Background: an optimization exercise with open tools, aiming at a short achievable clock period. Do not read the settings as production practice. Only simulation tests tie the RTL to the original design; equivalence was not proved.

[design/flow/run.sh]
#!/bin/bash
# synth_recipe.tcl (not shown) runs the flow's synth.tcl, then flattens the netlist and writes it again
# the make line also repeats each setting of config.mk as NAME=value (left out here)
make -C /OpenROAD-flow-scripts/flow DESIGN_CONFIG=/design/flow/config.mk WORK_HOME=/design/flow/orfs CLKGATE_MAP_FILE= SYNTH_SCRIPT=/design/flow/synth_recipe.tcl finish
[design/flow/constraint.sdc]
create_clock -name core_clock -period 22.0 [get_ports {clk}]
set_input_delay 4.4000 -clock core_clock [delete_from_list [all_inputs] [get_ports {clk}]]
set_output_delay 4.4000 -clock core_clock [all_outputs]
set_load 0.01 [all_outputs]
[design/flow/config.mk]
export PLATFORM = sky130hd
export DESIGN_NAME = fbw_lcb
export DESIGN_NICKNAME = fbw_lcb
export VERILOG_FILES = /design/flow/design.v
export SDC_FILE = /design/flow/constraint.sdc
export NUM_CORES = 4
export LEC_CHECK = 0
export CAP_MARGIN = 20
export CORE_MARGIN = 2
export CORE_UTILIZATION = 40
export SLEW_MARGIN = 20
[design/flow/design.v]
module fbw_fsync (
    input  wire        clk,
    input  wire        rst,
    input  wire        rx_valid,
    input  wire [7:0]  rx_data,
    output reg         pkt_valid,
    output wire [15:0] pkt_axisX,
    output wire [15:0] pkt_axisY,
    output wire [7:0]  pkt_button,
    output reg  [1:0]  fs_diag
);
    localparam [7:0] SENTINEL = 8'hAA;
    reg       in_frame;
    reg [2:0] fill;
    reg [7:0] buf1, buf2, buf3, buf4, buf5;    
    wire [7:0] chk = buf1 + buf2 + buf3 + buf4 + buf5;
    assign pkt_axisX  = {buf2, buf1};
    assign pkt_axisY  = {buf4, buf3};
    assign pkt_button = buf5;
    always @(*) begin
        pkt_valid = 1'b0;
        fs_diag   = 2'd0;
        if (!rst && rx_valid) begin
            if (!in_frame) begin
                if (rx_data != SENTINEL)
                    fs_diag = 2'd1;                
            end else if (fill == 3'd6) begin
                if (chk == rx_data)
                    pkt_valid = 1'b1;              
                else
                    fs_diag = 2'd2;                
            end
        end
    end
    always @(posedge clk) begin
        if (rst) begin
            in_frame <= 1'b0;
            fill     <= 3'd0;
        end else if (rx_valid) begin
            if (!in_frame) begin
                if (rx_data == SENTINEL) begin
                    in_frame <= 1'b1;
                    fill     <= 3'd1;
                end
            end else if (fill == 3'd6) begin
                in_frame <= 1'b0;
                fill     <= 3'd0;
            end else begin
                fill <= fill + 3'd1;
            end
        end
    end
    always @(posedge clk) begin
        if (!rst && rx_valid && in_frame) begin
            case (fill)
                3'd1: buf1 <= rx_data;
                3'd2: buf2 <= rx_data;
                3'd3: buf3 <= rx_data;
                3'd4: buf4 <= rx_data;
                3'd5: buf5 <= rx_data;
                default: ;
            endcase
        end
    end
endmodule
module fbw_unpack (
    input  wire        rst,
    input  wire        pl_valid,
    input  wire [7:0]  pl_len,
    input  wire [39:0] pl_data,
    output wire        upk_valid,
    output wire [15:0] upk_axisX,
    output wire [15:0] upk_axisY,
    output wire [7:0]  upk_button,
    output wire [1:0]  pl_diag
);
    localparam [7:0] PAYLOAD_LEN = 8'd5;
    wire take = !rst && pl_valid;
    assign upk_valid  = take && (pl_len == PAYLOAD_LEN);
    assign pl_diag    = (take && (pl_len != PAYLOAD_LEN)) ? 2'd3 : 2'd0;
    assign upk_axisX  = pl_data[15:0];
    assign upk_axisY  = pl_data[31:16];
    assign upk_button = pl_data[39:32];
endmodule
module fbw_axmap #(
    parameter integer TRAVEL = 45
) (
    input  wire [15:0] raw,
    output wire [7:0]  angle
);
    localparam integer CENTER   = 90;
    localparam integer AXIS_DIV = 32767;
    wire signed [15:0] raw_s = raw;
    wire signed [16:0] r     = (raw == 16'h8000) ? -17'sd32767 : raw_s;
    wire signed [25:0] prod  = r * TRAVEL;
    wire signed [25:0] delta = prod / AXIS_DIV;         
    wire signed [25:0] cent  = CENTER + delta;
    assign angle = (cent < 0)   ? 8'd0 :
                   (cent > 180) ? 8'd180 :
                                  cent[7:0];
endmodule
module fbw_fsafe #(
    parameter integer TRAVEL     = 45,
    parameter integer TIMEOUT_MS = 800
) (
    input  wire        clk,
    input  wire        rst,
    input  wire        pkt_valid,
    input  wire [15:0] pkt_axisX,
    input  wire [15:0] pkt_axisY,
    input  wire        poll,
    input  wire [31:0] now,
    output wire [39:0] servo_angle,
    output reg         servo_upd,
    output reg         failsafe
);
    localparam [7:0] CENTER = 8'd90;
    reg        link_state;       
    reg        ts_valid;
    reg [31:0] last_ts;
    reg        fresh;
    reg [7:0]  angle0, angle1, angle2, angle3, angle4;
    wire [7:0] ax, ay;
    fbw_axmap #(.TRAVEL(TRAVEL)) u_mapx (.raw(pkt_axisX), .angle(ax));
    fbw_axmap #(.TRAVEL(TRAVEL)) u_mapy (.raw(pkt_axisY), .angle(ay));
    wire [7:0] mix0 = ax;
    wire [7:0] mix1 = 8'd180 - ax;
    wire [7:0] mix2 = ay;
    wire [7:0] mix3 = ay;
    wire [7:0] mix4 = ay;
    wire [31:0] elapsed = now - last_ts;
    wire        expired = !ts_valid || (elapsed > TIMEOUT_MS);
    wire        force_n = poll && !pkt_valid && !fresh && expired;
    always @(*) begin
        servo_upd = 1'b0;
        failsafe  = link_state;
        if (rst) begin
            failsafe = 1'b1;
        end else if (pkt_valid) begin
            servo_upd = 1'b1;
            failsafe  = 1'b0;
        end else if (force_n) begin
            servo_upd = 1'b1;
            failsafe  = 1'b1;
        end
    end
    always @(posedge clk) begin
        if (rst) begin
            link_state <= 1'b1;
            ts_valid   <= 1'b0;
            fresh      <= 1'b0;
            angle0 <= CENTER;
            angle1 <= CENTER;
            angle2 <= CENTER;
            angle3 <= CENTER;
            angle4 <= CENTER;
        end else if (pkt_valid) begin
            link_state <= 1'b0;
            ts_valid   <= 1'b1;
            fresh      <= !poll;
            angle0 <= mix0;
            angle1 <= mix1;
            angle2 <= mix2;
            angle3 <= mix3;
            angle4 <= mix4;
        end else if (poll) begin
            fresh <= 1'b0;
            if (force_n) begin
                link_state <= 1'b1;
                angle0 <= CENTER;
                angle1 <= CENTER;
                angle2 <= CENTER;
                angle3 <= CENTER;
                angle4 <= CENTER;
            end
        end
    end
    always @(posedge clk) begin
        if (!rst && pkt_valid)
            last_ts <= now;
    end
    assign servo_angle = {angle4, angle3, angle2, angle1, angle0};
endmodule
module fbw_lcb (
    input  wire        clk,
    input  wire        rst,
    input  wire        rx_valid,
    input  wire [7:0]  rx_data,
    output wire        pkt_valid,
    output wire [15:0] pkt_axisX,
    output wire [15:0] pkt_axisY,
    output wire [7:0]  pkt_button,
    output wire [1:0]  fs_diag,
    input  wire        pl_valid,
    input  wire [7:0]  pl_len,
    input  wire [39:0] pl_data,
    output wire        upk_valid,
    output wire [15:0] upk_axisX,
    output wire [15:0] upk_axisY,
    output wire [7:0]  upk_button,
    output wire [1:0]  pl_diag,
    input  wire        poll,
    input  wire [31:0] now,
    output wire [39:0] servo_angle,
    output wire        servo_upd,
    output wire        failsafe
);
    fbw_fsync u_fsync (
        .clk(clk), .rst(rst),
        .rx_valid(rx_valid), .rx_data(rx_data),
        .pkt_valid(pkt_valid), .pkt_axisX(pkt_axisX), .pkt_axisY(pkt_axisY),
        .pkt_button(pkt_button), .fs_diag(fs_diag)
    );
    fbw_unpack u_unpack (
        .rst(rst),
        .pl_valid(pl_valid), .pl_len(pl_len), .pl_data(pl_data),
        .upk_valid(upk_valid), .upk_axisX(upk_axisX), .upk_axisY(upk_axisY),
        .upk_button(upk_button), .pl_diag(pl_diag)
    );
    fbw_fsafe #(.TRAVEL(45), .TIMEOUT_MS(800)) u_fsafe (
        .clk(clk), .rst(rst),
        .pkt_valid(upk_valid), .pkt_axisX(upk_axisX), .pkt_axisY(upk_axisY),
        .poll(poll), .now(now),
        .servo_angle(servo_angle), .servo_upd(servo_upd), .failsafe(failsafe)
    );
endmodule
==> results.txt <==
Outcome:
- The run finished with no timing, DRC or antenna violations.

Layout:
- The layout filler cell count is 5210.
- The area used by multi-input combinational logic is 0.0172 mm2.
- From synthesis to final layout, the design area changed by 18.0%.
- Leaving out filler cells and counting taps, the final layout contains 3720.
- The number of antenna diodes in the final layout is 0.
- The net count reported at finish is 3363.
- In the layout the commonest cells are 266 x sky130_fd_sc_hd__inv_1, 227 x sky130_fd_sc_hd__nor2_1, 227 x sky130_fd_sc_hd__nand2_1, 204 x sky130_fd_sc_hd__clkdlybuf4s50_1, 164 x sky130_fd_sc_hd__ha_1.
- In the final layout, flip-flops and latches occupy 0.00276 mm2.
- The library cell used most frequently in the layout, excluding fill and tap cells, is sky130_fd_sc_hd__inv_1.
- The share of layout cells above drive strength 1 is 0.107.
- With fillers left out, the area of the finished cells amounts to 0.0253 mm2.

Global routing:
- The total congestion overflow is 0.
- The most used routing layer in global routing is met2.
- The all-layer global routing usage is 0.232.
- The first-pass GRT wire length is 108000 um.
- The global-route track usage on met3 is 0.0120.
- The pin count of the biggest net entering global routing is 33.
- The number of global-route vias before repair is 21100.
- The number of antenna violations at the first check in global routing was 0.
- The met2 track demand over resource in global routing is 0.407.
- The met1 usage is 0.315.

Logic synthesis:
- Of the post-synthesis cell area, the dominant cell type holds 0.101.
- Ranked by total cell area, the synthesized netlist is headed by sky130_fd_sc_hd__edfxtp_1 10%, sky130_fd_sc_hd__ha_1 9.7%, sky130_fd_sc_hd__fa_1 7.2%.
- The mapped netlist covers 0.0214 mm2.
- The sequential cell area fraction in the yosys report is 0.129.
- Counting every net in the synthesized netlist gives 3144.
- Counting every instance in the synthesized netlist gives 2808.
- Of all cell types, the one taking the most synthesized area is sky130_fd_sc_hd__edfxtp_1.
- The post-synthesis mux area share is 0.0182.
- The combinational family with the most area after synthesis is compound AO/OA/AOI/OAI gates.
- Of the total synthesized cell area, the portion taken by XOR and XNOR cells is 0.0883.
- In this run, synthesis inferred 72 flip-flops with an integrated enable.
- The area share of and/or/nand/nor cells after synthesis is 0.254.
- The share of synthesized registers carrying an async set or reset is 0.
- For this run, the leading register cell type out of synthesis is sky130_fd_sc_hd__edfxtp_1.
- The mean instance size in the synthesized netlist is 7.62 um2.
- The count of cell types in the netlist is 125.
- The post-synthesis share of cell area spent on full adders, half adders and majority gates is 0.170.
- The share of the synthesized area in compound gates (AO/OA/AOI/OAI) was 0.259.
- Counting flops and latches in the post-synthesis netlist gives 102.
- For this run, the number of Yosys warnings is 2.

Timing:
- In the finished design, the share of the clock period the worst path needs comes to 0.955.
- At the pin with the least slew margin, the transition time is 1.00 ns.
- The worst path in the final design needs a cycle of 21.02 ns, including I/O delays and setup.
- The number of setup violations in the final report is 0.
- The worst clock skew on the final layout is 0.00666 ns.
- The worst path meets setup with 0.981 ns of slack.
- In this run the tightest slew margin relative to its limit is 0.329.
- After routing, the total negative slack on setup checks comes to 0 ns.
- The number of hold-slack violations in the final timing report is 0.
- Static timing analysis puts the maximum clock frequency at 0.0476 GHz.
- The number of pins with negative max-slew slack in the final report is 0.

Clock network:
- The clock insertion delay at the later pin of the skew report is 0.35 ns.
- After clock tree synthesis, the flow added hold-fix buffers numbering 0.
- Counting every sink on the clock net gives 102.
- TritonCTS built the clock tree.
- Clock tree synthesis inserted a total of 9 buffers.
- The clock passes through at most 2 buffers.
- The clock slew at the register clock pins of the worst setup and hold paths is 0.07 ns.
- The tree is rooted in a sky130_fd_sc_hd__clkbuf_16.
- The number of H-tree levels is 3.

Setup path:
- The launch point of the worst reg-to-reg path is u_fsafe.last_ts[1].
- For this run, the slowest stage of the critical path takes 0.56 ns.
- The endpoint arrival time on the critical path is 21.26 ns.
- The kind of start point of the critical path is an input pin.
- For the worst flop-to-flop path, the logic depth is 42.
- The nature of the critical path endpoint is a flip-flop.
- The worst reg2reg path endpoint is u_fsafe.angle1[6].
- Setup slack on the worst reg-to-reg path comes out at 14.20 ns.
- The type of the worst setup path is input pin to flip-flop.
- The slowest stage of the critical path belongs to the cell sky130_fd_sc_hd__or4_4.
- Along the worst path, the maximum fanout reaches 11.
- At the worst endpoint, the required time is 22.25 ns.

Min path:
- The launch point of the worst hold path is u_fsafe.link_state.
- The class of the worst hold path is flip-flop to flip-flop.
- The hold path depth is 1.
- The destination of the worst hold path is u_fsafe.link_state.

Floorplan:
- Pin placement for this block handled 221 I/O pins.
- The floorplan step set the die width to 235 um.
- The region available for standard cell placement spans 0.0528 mm2.
- In this run the core area contains 84 standard-cell rows.
- The die covers 0.0554 mm2.
- The effective utilization at floorplan is 0.406.
- From bottom edge to top edge, the die measures 235 um.

Flow run:
- Across the run, the number of max-cap violations was 0.

Route:
- The number of vias after detailed routing is 21900.
- The detailed router finished its first iteration with 1577 violations.
- The ratio of routed vias to standard cells is 5.89.
- The routed length per instance is 18.0 um.
- The post-detailed-route DRC marker count is 0.
- The detailed-route wire length is 66800 um.
- Before antenna repair, the detailed router went through 6 iterations.
- Once detail routing completed, the nets flagged for antenna violations numbered 0.

Placement:
- Prior to clock tree synthesis, the placed netlist has a worst setup slack of -0.375 ns.
- At the end of routability-driven placement, the weighted congestion stood at 0.930.
- In this run, placement finished with an instance count of 3685.
- The number of input and output port buffers inserted is 204.
- The HPWL after detailed placement is 55700 um.
- After detailed placement, the total cell area comes to 0.0245 mm2.
-- flip-flops by register name (all words and copies together), names as in the netlist --
register and count:
u_fsafe.link_state 1, u_fsync.buf5 8, u_fsafe.angle0 7, u_fsafe.fresh 1
u_fsync.buf2 8, u_fsync.buf4 8, u_fsafe.last_ts 32, u_fsync.buf1 8
u_fsafe.angle1 8, u_fsafe.angle2 8, u_fsync.in_frame 1, u_fsync.fill 3
u_fsync.buf3 8, u_fsafe.ts_valid 1
-- layer usage --
metal	up-vias	share of wire
met3	82	0.047
met2	673	0.47
met5	-	0
li1	10700	-
met1	10400	0.46
met4	0	0.016
-- worst max-delay path: cells and delay by family --
| family | cells | cell delay, ns |
|---|---|---|
| buffers and inverters | 13 | 1.75 |
| AO/OA/AOI/OAI | 23 | 5.26 |
| adder cells (fa/ha/maj) | 10 | 3.26 |
| AND/OR/NAND/NOR | 25 | 6.21 |
| XOR/XNOR | 2 | 0.37 |
-- area by class of cell --
type / instances / share of cell area
well taps: 688 / 0.0341
clock inverters: 6 / 0.00362
multi-input cells: 2304 / 0.681
clock buffers: 10 / 0.00907
flip-flops and latches: 102 / 0.109
inverters: 267 / 0.0397
repair buffers: 343 / 0.123
-- cell usage after synthesis (all sizes together) (24+ instances only) --
cell type,count
mux2i,24
xor2,70
dfxtp,30
nor2,231
o21ai,142
nand4,46
nor4,39
o21a,24
a211oi,44
nand3,112
nor3,101
a21o,47
buf,74
and2,38
a21boi,26
clkbuf,61
nand2b,29
a21oi,142
or3,43
a31oi,38
and3,41
ha,166
edfxtp,72
xnor2,145
or2,34
fa,77
inv,267
nand2,227
o211ai,35
-- how the worst max path moves through the flow --
stage                      from           endpoint  slack [ns]  cells after the start
finish              pl_data[14]  u_fsafe.angle1[6]        0.98                     73
floorplan           pl_data[14]  u_fsafe.angle1[6]        1.32                     70
global placement    pl_data[14]  u_fsafe.angle1[6]       -0.16                     67
detailed placement  pl_data[14]  u_fsafe.angle1[6]       -0.37                     70
global route        pl_data[14]  u_fsafe.angle1[4]       -0.05                     74
CTS                 pl_data[14]  u_fsafe.angle1[6]        0.02                     65
-- stage by stage --
step	utilization	hold WS, ns
final	0.479	0.458
after global routing	0.479	0.491
after CTS	0.470	0.458
after detailed placement	0.464	0.440
after global placement	0.464	0.435
after floorplan	-	0.427
-- timing repair --
action                     in CTS  in global routing
setup endpoints to repair       2                 23
pin swaps                       0                 20
resized for setup               1                 69
buffers inserted                0                 19
-- kinds of logic after synthesis --
kind of cell / Yosys count
muxes: 37
adders and majority gates: 244
buffers and inverters: 402
xor gates and xnor gates: 215
AOI/OAI and AO/OA: 762
and+or+nand+nor: 1046
DFF: 102

## afterwards: timing with drivers on the ports
Ports are ideal in the flow. The routed layout listed here was re-timed in OpenROAD.
Step 1: set_driving_cell puts a clkbuf_16 on clk and a buf_2 on each other input, an assumption about the parent block.
Step 2 moves the port delays by t, midway between the first and last clock arrival at a register: inputs arrive t later, outputs are due t later. That takes back most of the time a late clock gives input paths.
Three values: ideal ports, drivers, drivers and shift; two values: the first two.
shift t [ns]: 0.392
setup slack, ns: 0.981 / 1.000 / 0.608
clock arrival spread, ns: 0.008 / 0.008
worst slew at a driven data input, ns: 0.08
pins driven straight from the clock port: 1
After both steps this run still meets setup and hold. For this run, drivers alone change the setup slack by +0.019 ns; drivers and shift together by -0.373 ns.
